Source: an optimization exercise on an open RTL-to-GDS flow (aim: small area, a short achievable clock period and few clock cycles). Production flows keep margins and buffers that such runs may drop. Function was checked by simulation only, so behaviour that the tests miss may differ from the original. Power is estimated from default activity; no workload was simulated.

## flow/constraint.sdc

```tcl
create_clock -name core_clock -period 5.0 [get_ports {clk}]
set_input_delay 1.0000 -clock core_clock [delete_from_list [all_inputs] [get_ports {clk}]]
set_output_delay 1.0000 -clock core_clock [all_outputs]
set_load 0.01 [all_outputs]
```

## flow/run.sh

```bash
#!/bin/bash
# synth_recipe.tcl (not shown) runs the flow's synth.tcl, then flattens the netlist and writes it again
# the make line also repeats each setting of config.mk as NAME=value (left out here)
make -C /OpenROAD-flow-scripts/flow DESIGN_CONFIG=/design/flow/config.mk WORK_HOME=/design/flow/orfs CLKGATE_MAP_FILE= SYNTH_SCRIPT=/design/flow/synth_recipe.tcl finish
```

## flow/config.mk

```make
export PLATFORM = sky130hd
export DESIGN_NAME = frame_codec
export DESIGN_NICKNAME = frame_codec
export VERILOG_FILES = /design/flow/design.v
export SDC_FILE = /design/flow/constraint.sdc
export NUM_CORES = 4
export LEC_CHECK = 0
export CAP_MARGIN = 20
export CORE_MARGIN = 2
export CORE_UTILIZATION = 40
export SLEW_MARGIN = 20
```

## flow/design.v

```verilog
module frame_codec (
    input  wire        clk,
    input  wire        rst,           
    input  wire        tx_start,
    input  wire [16:0] tx_len,
    output wire        tx_busy,
    output reg  [1:0]  tx_status,
    output reg  [2:0]  tx_cause,
    output reg  [16:0] tx_flen,
    output wire        txpay_re,
    output wire [15:0] txpay_addr,
    input  wire [7:0]  txpay_rdata,
    output reg         txfrm_we,
    output reg  [16:0] txfrm_addr,
    output reg  [7:0]  txfrm_wdata,
    input  wire        rx_start,
    input  wire [16:0] rx_len,
    input  wire        rx_mode,       
    output wire        rx_busy,
    output reg  [2:0]  rx_status,
    output reg  [2:0]  rx_cause,
    output reg  [16:0] rx_consumed,
    output reg  [3:0]  rx_flags,      
    output reg  [1:0]  rx_payidx,
    output reg  [15:0] rx_paylen,
    output reg  [16:0] rx_fsize,
    output wire        rxbuf_re,
    output wire [16:0] rxbuf_addr,
    input  wire [7:0]  rxbuf_rdata,
    output reg         rxpay_we,
    output reg  [15:0] rxpay_addr,
    output reg  [7:0]  rxpay_wdata
);
    localparam [7:0]  MARKER_SHORT = 8'h02;
    localparam [7:0]  MARKER_LONG  = 8'h03;
    localparam [7:0]  TERMINATOR   = 8'h03;
    localparam [16:0] RXBUF_CAP    = 17'd65541;
    localparam [1:0] TX_NONE = 2'd0, TX_BUSY = 2'd1, TX_OK = 2'd2, TX_FAULT = 2'd3;
    localparam [2:0] RX_NONE = 3'd0, RX_BUSY = 3'd1, RX_NOFRAME = 3'd2, RX_ACCEPT = 3'd3,
                     RX_DISCARD = 3'd4, RX_FAULT = 3'd5;
    localparam [2:0] C_NONE = 3'd0, C_EMPTY = 3'd1, C_TOO_LONG = 3'd2,
                     C_INVALID_CRC = 3'd3, C_INVALID_TERM = 3'd4;
    function [15:0] crc_upd;
        input [15:0] c;
        input [7:0]  b;
        integer i;
        reg [15:0] r;
        begin
            r = c;
            for (i = 7; i >= 0; i = i - 1) begin
                if (r[15] ^ b[i]) r = {r[14:0], 1'b0} ^ 16'h1021;
                else              r = {r[14:0], 1'b0};
            end
            crc_upd = r;
        end
    endfunction
    localparam [3:0] T_IDLE = 4'd0, T_CHECK = 4'd1, T_MARK = 4'd2, T_LENH = 4'd3,
                     T_LENL = 4'd4, T_PAY = 4'd5, T_CRCH = 4'd6, T_CRCL = 4'd7,
                     T_TERM = 4'd8, T_DONE = 4'd9;
    reg [3:0]  tx_phase;
    reg [16:0] tx_lenr;
    reg [16:0] tx_pos;
    reg [15:0] tx_cnt;
    reg [15:0] tx_crc;
    reg        tx_wait;      
    assign tx_busy = (tx_phase != T_IDLE);
    assign txpay_re   = (tx_phase == T_PAY) && !tx_wait;
    assign txpay_addr = tx_cnt;
    task tx_emit;
        input [7:0] b;
        begin
            txfrm_we    <= 1'b1;
            txfrm_addr  <= tx_pos;
            txfrm_wdata <= b;
            tx_pos      <= tx_pos + 17'd1;
        end
    endtask
    always @(posedge clk) begin
        txfrm_we <= 1'b0;
        if (rst) begin
            tx_phase    <= T_IDLE;
            tx_lenr     <= 17'd0;
            tx_pos      <= 17'd0;
            tx_cnt      <= 16'd0;
            tx_crc      <= 16'h0000;
            tx_wait     <= 1'b0;
            tx_status   <= TX_NONE;
            tx_cause    <= C_NONE;
            tx_flen     <= 17'd0;
            txfrm_addr  <= 17'd0;
            txfrm_wdata <= 8'd0;
        end else begin
            case (tx_phase)
                T_IDLE: begin
                    if (tx_start) begin
                        tx_lenr   <= tx_len;
                        tx_pos    <= 17'd0;
                        tx_cnt    <= 16'd0;
                        tx_crc    <= 16'h0000;
                        tx_wait   <= 1'b0;
                        tx_status <= TX_BUSY;
                        tx_cause  <= C_NONE;
                        tx_flen   <= 17'd0;
                        tx_phase  <= T_CHECK;
                    end
                end
                T_CHECK: begin
                    if (tx_lenr == 17'd0) begin
                        tx_status <= TX_FAULT;
                        tx_cause  <= C_EMPTY;
                        tx_phase  <= T_IDLE;
                    end else if (tx_lenr >= 17'd65536) begin
                        tx_status <= TX_FAULT;
                        tx_cause  <= C_TOO_LONG;
                        tx_phase  <= T_IDLE;
                    end else begin
                        tx_phase  <= T_MARK;
                    end
                end
                T_MARK: begin
                    if (tx_lenr < 17'd256) begin
                        tx_emit(MARKER_SHORT);
                        tx_phase <= T_LENL;
                    end else begin
                        tx_emit(MARKER_LONG);
                        tx_phase <= T_LENH;
                    end
                end
                T_LENH: begin
                    tx_emit(tx_lenr[15:8]);
                    tx_phase <= T_LENL;
                end
                T_LENL: begin
                    tx_emit(tx_lenr[7:0]);
                    tx_phase <= T_PAY;
                end
                T_PAY: begin
                    if (!tx_wait) begin
                        tx_wait <= 1'b1;
                    end else begin
                        tx_wait <= 1'b0;
                        tx_emit(txpay_rdata);
                        tx_crc  <= crc_upd(tx_crc, txpay_rdata);
                        tx_cnt  <= tx_cnt + 16'd1;
                        if ({1'b0, tx_cnt + 16'd1} == tx_lenr)
                            tx_phase <= T_CRCH;
                    end
                end
                T_CRCH: begin
                    tx_emit(tx_crc[15:8]);
                    tx_phase <= T_CRCL;
                end
                T_CRCL: begin
                    tx_emit(tx_crc[7:0]);
                    tx_phase <= T_TERM;
                end
                T_TERM: begin
                    tx_emit(TERMINATOR);
                    tx_phase <= T_DONE;
                end
                T_DONE: begin
                    tx_flen   <= tx_pos;
                    tx_status <= TX_OK;
                    tx_phase  <= T_IDLE;
                end
                default: tx_phase <= T_IDLE;
            endcase
        end
    end
    localparam [3:0] D_IDLE = 4'd0, D_MARK = 4'd1, D_LENH = 4'd2, D_LENL = 4'd3,
                     D_SIZE = 4'd4, D_PAY = 4'd5, D_CRCH = 4'd6, D_CRCL = 4'd7,
                     D_TERM = 4'd8, D_CHECK = 4'd9;
    reg [3:0]  rx_phase;
    reg [16:0] rx_n;
    reg        rx_moder;
    reg [16:0] rx_pos;
    reg [15:0] rx_cnt;
    reg [15:0] rx_crc;
    reg [15:0] rx_fcrc;
    reg [7:0]  rx_term;
    reg        rx_wait;      
    assign rx_busy = (rx_phase != D_IDLE);
    wire [16:0] rx_fsize_calc = {15'd0, rx_payidx} + {1'b0, rx_paylen} + 17'd3;
    wire        rx_crc_ok     = (rx_crc == rx_fcrc);
    wire        rx_term_ok    = (rx_term == TERMINATOR);
    reg rx_rd;
    always @(*) begin
        case (rx_phase)
            D_MARK:                          rx_rd = !rx_wait && (rx_n != 17'd0);
            D_LENH, D_LENL:                  rx_rd = !rx_wait && (rx_pos < rx_n);
            D_PAY, D_CRCH, D_CRCL, D_TERM:   rx_rd = !rx_wait;
            default:                         rx_rd = 1'b0;
        endcase
    end
    assign rxbuf_re   = rx_rd;
    assign rxbuf_addr = rx_pos;
    task rx_fetch;
        begin
            rx_pos  <= rx_pos + 17'd1;
            rx_wait <= 1'b1;
        end
    endtask
    task rx_finish;
        input [2:0]  status;
        input [2:0]  cause;
        input [16:0] consumed;
        begin
            rx_status   <= status;
            rx_cause    <= cause;
            rx_consumed <= consumed;
            rx_phase    <= D_IDLE;
        end
    endtask
    always @(posedge clk) begin
        rxpay_we <= 1'b0;
        if (rst) begin
            rx_phase    <= D_IDLE;
            rx_n        <= 17'd0;
            rx_moder    <= 1'b0;
            rx_pos      <= 17'd0;
            rx_cnt      <= 16'd0;
            rx_payidx   <= 2'd0;
            rx_paylen   <= 16'd0;
            rx_fsize    <= 17'd0;
            rx_crc      <= 16'h0000;
            rx_fcrc     <= 16'd0;
            rx_term     <= 8'd0;
            rx_flags    <= 4'd0;
            rx_status   <= RX_NONE;
            rx_cause    <= C_NONE;
            rx_consumed <= 17'd0;
            rx_wait     <= 1'b0;
            rxpay_addr  <= 16'd0;
            rxpay_wdata <= 8'd0;
        end else begin
            case (rx_phase)
                D_IDLE: begin
                    if (rx_start && rx_len <= RXBUF_CAP) begin
                        rx_n        <= rx_len;
                        rx_moder    <= rx_mode;
                        rx_pos      <= 17'd0;
                        rx_cnt      <= 16'd0;
                        rx_payidx   <= 2'd0;
                        rx_paylen   <= 16'd0;
                        rx_fsize    <= 17'd0;
                        rx_crc      <= 16'h0000;
                        rx_fcrc     <= 16'd0;
                        rx_term     <= 8'd0;
                        rx_flags    <= 4'd0;
                        rx_status   <= RX_BUSY;
                        rx_cause    <= C_NONE;
                        rx_consumed <= 17'd0;
                        rx_wait     <= 1'b0;
                        rx_phase    <= D_MARK;
                    end
                end
                D_MARK: begin
                    if (!rx_wait) begin
                        if (rx_n == 17'd0) rx_finish(RX_NOFRAME, C_NONE, 17'd0);
                        else               rx_fetch;
                    end else begin
                        rx_wait   <= 1'b0;
                        if (rxbuf_rdata == MARKER_SHORT) begin
                            rx_payidx <= 2'd2;
                            rx_phase  <= D_LENL;
                        end else if (rxbuf_rdata == MARKER_LONG) begin
                            rx_payidx <= 2'd3;
                            rx_phase  <= D_LENH;
                        end else begin
                            rx_finish(RX_NOFRAME, C_NONE, 17'd0);
                        end
                    end
                end
                D_LENH: begin
                    if (!rx_wait) begin
                        if (rx_pos >= rx_n) rx_finish(RX_NOFRAME, C_NONE, 17'd0);
                        else                rx_fetch;
                    end else begin
                        rx_wait         <= 1'b0;
                        rx_paylen[15:8] <= rxbuf_rdata;
                        rx_phase        <= D_LENL;
                    end
                end
                D_LENL: begin
                    if (!rx_wait) begin
                        if (rx_pos >= rx_n) rx_finish(RX_NOFRAME, C_NONE, 17'd0);
                        else                rx_fetch;
                    end else begin
                        rx_wait        <= 1'b0;
                        rx_paylen[7:0] <= rxbuf_rdata;
                        rx_phase       <= D_SIZE;
                    end
                end
                D_SIZE: begin
                    rx_fsize    <= rx_fsize_calc;
                    rx_flags[0] <= 1'b1;
                    if (rx_n < rx_fsize_calc) begin
                        rx_finish(RX_NOFRAME, C_NONE, 17'd0);
                    end else begin
                        rx_flags[1] <= 1'b1;
                        if (rx_paylen == 16'd0) rx_phase <= D_CRCH;
                        else                    rx_phase <= D_PAY;
                    end
                end
                D_PAY: begin
                    if (!rx_wait) begin
                        rx_fetch;
                    end else begin
                        rx_wait     <= 1'b0;
                        rxpay_we    <= 1'b1;
                        rxpay_addr  <= rx_cnt;
                        rxpay_wdata <= rxbuf_rdata;
                        rx_crc      <= crc_upd(rx_crc, rxbuf_rdata);
                        rx_cnt      <= rx_cnt + 16'd1;
                        if (rx_cnt + 16'd1 == rx_paylen)
                            rx_phase <= D_CRCH;
                    end
                end
                D_CRCH: begin
                    if (!rx_wait) begin
                        rx_fetch;
                    end else begin
                        rx_wait       <= 1'b0;
                        rx_fcrc[15:8] <= rxbuf_rdata;
                        rx_phase      <= D_CRCL;
                    end
                end
                D_CRCL: begin
                    if (!rx_wait) begin
                        rx_fetch;
                    end else begin
                        rx_wait      <= 1'b0;
                        rx_fcrc[7:0] <= rxbuf_rdata;
                        rx_phase     <= D_TERM;
                    end
                end
                D_TERM: begin
                    if (!rx_wait) begin
                        rx_fetch;
                    end else begin
                        rx_wait  <= 1'b0;
                        rx_term  <= rxbuf_rdata;
                        rx_phase <= D_CHECK;
                    end
                end
                D_CHECK: begin
                    rx_flags[2] <= rx_crc_ok;
                    rx_flags[3] <= rx_term_ok;
                    if (!rx_crc_ok) begin
                        if (!rx_moder) rx_finish(RX_DISCARD, C_NONE, rx_fsize);
                        else           rx_finish(RX_FAULT, C_INVALID_CRC, 17'd0);
                    end else if (!rx_term_ok) begin
                        rx_finish(RX_FAULT, C_INVALID_TERM, 17'd0);
                    end else begin
                        rx_finish(RX_ACCEPT, C_NONE, rx_fsize);
                    end
                end
                default: rx_phase <= D_IDLE;
            endcase
        end
    end
endmodule
```

==> summary.txt <==
==> layer usage <==
metal | vias up | routed length, um
met2 | 389 | 21200
met3 | 89 | 2580
met1 | 6764 | 20600
li1 | 7090 | -
met5 | - | 0
met4 | 0 | 1410
==> final timing paths <==
check | startpoint | endpoint | cells past startpoint
worst max-delay path | rx_paylen[1] | rx_consumed[13] | 18
worst min-delay path | rxpay_addr[8] | rxpay_addr[8] | 2
worst max register to register | rx_paylen[1] | rx_consumed[13] | 18
worst min register to register | rxpay_addr[8] | rxpay_addr[8] | 2
==> area by class of cell <==
cell class                 instances  area, um^2
sequential                       300        6010
tap                              511         639
inverter                          47         176
multi-input combinational       1465        8390
clock inverter                    10         105
timing repair buffer             254        2470
fill                            3705       18700
clock buffer                      51        1040
==> logic make-up after synthesis <==
kind of cell,Yosys count,synth area share [%]
DFF,300,39.7
other,1,0.0248
adders and majority gates,42,3.52
muxes,28,1.95
xor gates and xnor gates,143,8.28
AOI/OAI and AO/OA,436,16.7
buffers and inverters,186,4.94
and+or+nand+nor,815,24.9
==> layout by cell type (no fill, tap or decap), types with 4 or more instances in the layout <==
master	n
a211oi_1	4
a21o_1	7
a21oi_1	246
a22o_1	18
a22oi_1	11
a31oi_1	28
a32oi_1	4
and2_1	4
and3_1	19
and4_1	9
buf_4	28
clkbuf_1	8
clkbuf_16	37
clkbuf_8	6
clkdlybuf4s50_1	224
clkinv_2	6
dfxtp_1	300
ha_1	41
inv_1	46
mux2i_1	25
nand2_1	293
nand2b_1	18
nand3_1	108
nand3b_1	9
nand4_1	24
nor2_1	204
nor2b_1	7
nor3_1	42
nor4_1	31
o211ai_1	5
o21ai_0	69
o22ai_1	6
or3_1	17
or4_1	5
xnor2_1	74
xor2_1	69
==> sequential cells by signal, indices dropped and copies added, names as in the netlist, 3 cells and up <==
name,flops
rx_cnt,16
rx_consumed,17
rx_crc,16
rx_fcrc,16
rx_flags,4
rx_fsize,17
rx_n,17
rx_paylen,16
rx_phase,4
rx_pos,17
rx_status,3
rx_term,8
rxpay_addr,16
rxpay_wdata,8
tx_cnt,16
tx_crc,16
tx_flen,17
tx_lenr,17
tx_phase,4
tx_pos,17
txfrm_addr,17
txfrm_wdata,8
==> per-stage QoR <==
stage	power, W	cell area (um^2)	worst slack [ns]
5_1_grt	0.00635	18800	0.379
3_5_place_dp	0.00355	17700	0.710
2_1_floorplan	0.00322	15100	1.27
4_1_cts	0.00614	18800	0.670
6_report	0.00607	18800	0.628
3_3_place_gp	0.00353	17700	0.814
==> synth_stat cells, types with 3 or more instances <==
master,n,share of area (%)
a211oi_1,4,0.20
a22oi_1,11,0.55
nand3_1,109,3.6
nand3b_1,9,0.45
nor4_1,31,1.3
o2bb2ai_1,3,0.17
clkbuf_1,120,3.0
and4_1,9,0.52
a21o_1,7,0.35
nor3_1,43,1.4
a21oi_1,246,8.1
dfxtp_1,300,40
or2_2,3,0.12
ha_1,41,3.4
o31ai_1,3,0.15
and3_1,19,0.79
mux2i_1,25,1.7
a22o_1,18,1.0
and2_1,4,0.17
buf_6,4,0.30
a32o_1,3,0.20
or4b_1,3,0.20
o22ai_1,6,0.25
nor2_1,206,5.1
nand4_1,24,0.99
buf_2,5,0.17
nand2b_1,18,0.74
xor2_1,69,4.0
or3_1,17,0.70
a31oi_1,28,1.2
a32oi_1,4,0.23
o21a_1,3,0.15
o21ai_0,69,2.3
buf_1,6,0.15
nor2b_1,7,0.29
a311oi_1,3,0.17
or4_1,5,0.25
xnor2_1,74,4.3
buf_4,3,0.15
inv_1,46,1.1
nand2_1,293,7.3
o211ai_1,5,0.25
==> where the power goes <==
part	switching, W	internal (W)
Clock	0.00102	0.00154
Sequential	0.000111	0.00245
Combinational	0.000588	0.000356
==> worst max-delay path, delay by kind of cell, from the launching register on <==
| kind | cells | cell delay [ns] |
|---|---|---|
| adder cells (fa/ha/maj) | 4 | 1.18 |
| buffers and inverters | 4 | 0.37 |
| AO/OA/AOI/OAI | 5 | 0.94 |
| flip-flops | 1 | 0.41 |
| AND/OR/NAND/NOR | 4 | 1.22 |
| XOR/XNOR | 1 | 0.19 |
==> impl_metrics.env <==
export IMPL_yosysWarnings=1
export IMPL_dp_hpwl_mm=32.3
export IMPL_worstPathArrival_ns=4.84
export IMPL_path_class="flop to flop"
export IMPL_grt_ovfl_total=0
export IMPL_core_area_mm2=0.0375
export IMPL_drv_slew=0
export IMPL_synth_cells=1951
export IMPL_start_util_pct=40.3
export IMPL_maxSlewHeadroom_pct=33.6
export IMPL_irDropWorstVdd_mv=0.223
export IMPL_drive_above_1_share_pct=4.89
export IMPL_final_nets=2201
export IMPL_drc=0
export IMPL_wl_mm=45.7
export IMPL_cp_slowest_stage_delay_ns=0.53
export IMPL_netlist_area_mm2=0.0151
export IMPL_n_antenna_cell=0
export IMPL_cts_buffers=36
export IMPL_dpl_cell_count=2577
export IMPL_yosysUniqueCellTypes=80
export IMPL_clkLatencyLatePin_ns=0.54
export IMPL_cts_tree="built"
export IMPL_async_reset_ff_share_pct=0
export IMPL_use_met2_pct=37.5
export IMPL_grt_max_degree=121
export IMPL_hold_violations=0
export IMPL_ant_nets=0
export IMPL_crit_path_cell_trace="inv_1 > ha_1 > inv_1 > ha_1 > inv_1 > fa_1 > nor4_1 > nand2_1 > xor2_1 > ha_1 > nand2_1 > o21ai_0 > a41oi_1 > o31ai_1 > buf_4 > a211oi_2 > nor2_4 > a22o_1"
export IMPL_grt_use_met3_pct=4.82
export IMPL_vias_per_cell=5.43
export IMPL_reg2reg_slack_ns=0.63
export IMPL_tightest_slew_ns=0.996
export IMPL_syn_avg_cell_area_um2=7.75
export IMPL_cts_hold_buf=0
export IMPL_busiest_layer="met2"
export IMPL_drt_iter0_markers=784
export IMPL_drtPass1Iterations=5
export IMPL_gp_congestion=0.858
export IMPL_power_density_mw_per_mm2=322
export IMPL_hold_class="flop to flop"
export IMPL_worstPathMaxFanout=20
export IMPL_post_cts_buffers=0
export IMPL_fp_dieH_um=198
export IMPL_area_growth_pct=24.5
export IMPL_grt_usage_pct=23.2
export IMPL_num_vias=14332
export IMPL_path_clk_slew_ns=0.06
export IMPL_die_w_um=198
export IMPL_clock_sinks=300
export IMPL_finalSetupViolCount=0
export IMPL_clock_path_buffers=3
export IMPL_num_rows=71
export IMPL_rsz0062_at_grt="false"
export IMPL_first_global_vias=13575
export IMPL_ys_ff_latch=300
export IMPL_hold_ws_ns=0.452
export IMPL_wl_per_cell_um=17.3
export IMPL_finalCritPeriodShare_pct=87.4
export IMPL_grtUsageMet1_pct=30.8
export IMPL_dieArea_mm2=0.0394
export IMPL_outcome="timing/DRC/antenna clean"
export IMPL_crit_path_end_kind="flop"
export IMPL_leakage_nw=6.74
export IMPL_h_tree_depth=2
export IMPL_max_cap_violations=0
export IMPL_slowest_stage="nor4_1"
export IMPL_stdcell_count=2638
export IMPL_ys_flop_type="dfxtp_1"
export IMPL_finalCriticalPeriod_ns=4.37
export IMPL_post_cts_resized=0
export IMPL_startpoint_type="flop"
export IMPL_fin_util_pct=50.2
export IMPL_yosysSeqAreaShare_pct=39.7
export IMPL_cts_root_buf="clkbuf_16"
export IMPL_grt_pass1_wl_mm=73.6
export IMPL_synth_edf_count=0
export IMPL_fin_worst_skew_ns=0.0137
export IMPL_max_freq_mhz=229
export IMPL_antenna_found_initial=0
export IMPL_io_buffers=225
export IMPL_ios=227
export IMPL_cp_required_ns=5.47
export IMPL_synthesis_nets=2048
export IMPL_finalSetupTns_ns=0
Testbench counts, summed over its fixed seeds: cycles 85,007.

==> re-timing with driven ports <==
The flow's constraints put no driver on any port. The routed layout listed below was extracted and timed again, unchanged, in two steps. Step 1 sets driving cells, clkbuf_16 on the clock port and buf_2 on the other inputs (assumed; they add their load-dependent delay and slew). Step 2, shift: input delay + t, output delay - t, t = (earliest + latest rising clock arrival at the registers) / 2. This alone moves slack from input paths to output paths. Three values: ideal, step 1, step 2; two values: the first two.
t, ns: 0.585
slack for setup (ns): 0.628 / 0.628 / 0.628
worst hold slack (ns): 0.452 / 0.452 / 0.452
worst setup path after step 2: register to register
worst slew at a driven data input, ns: 0.04
After both steps setup and hold are still met in this run. The setup slack of this run moves by 0.000 ns with the drivers and by 0.000 ns with both steps.
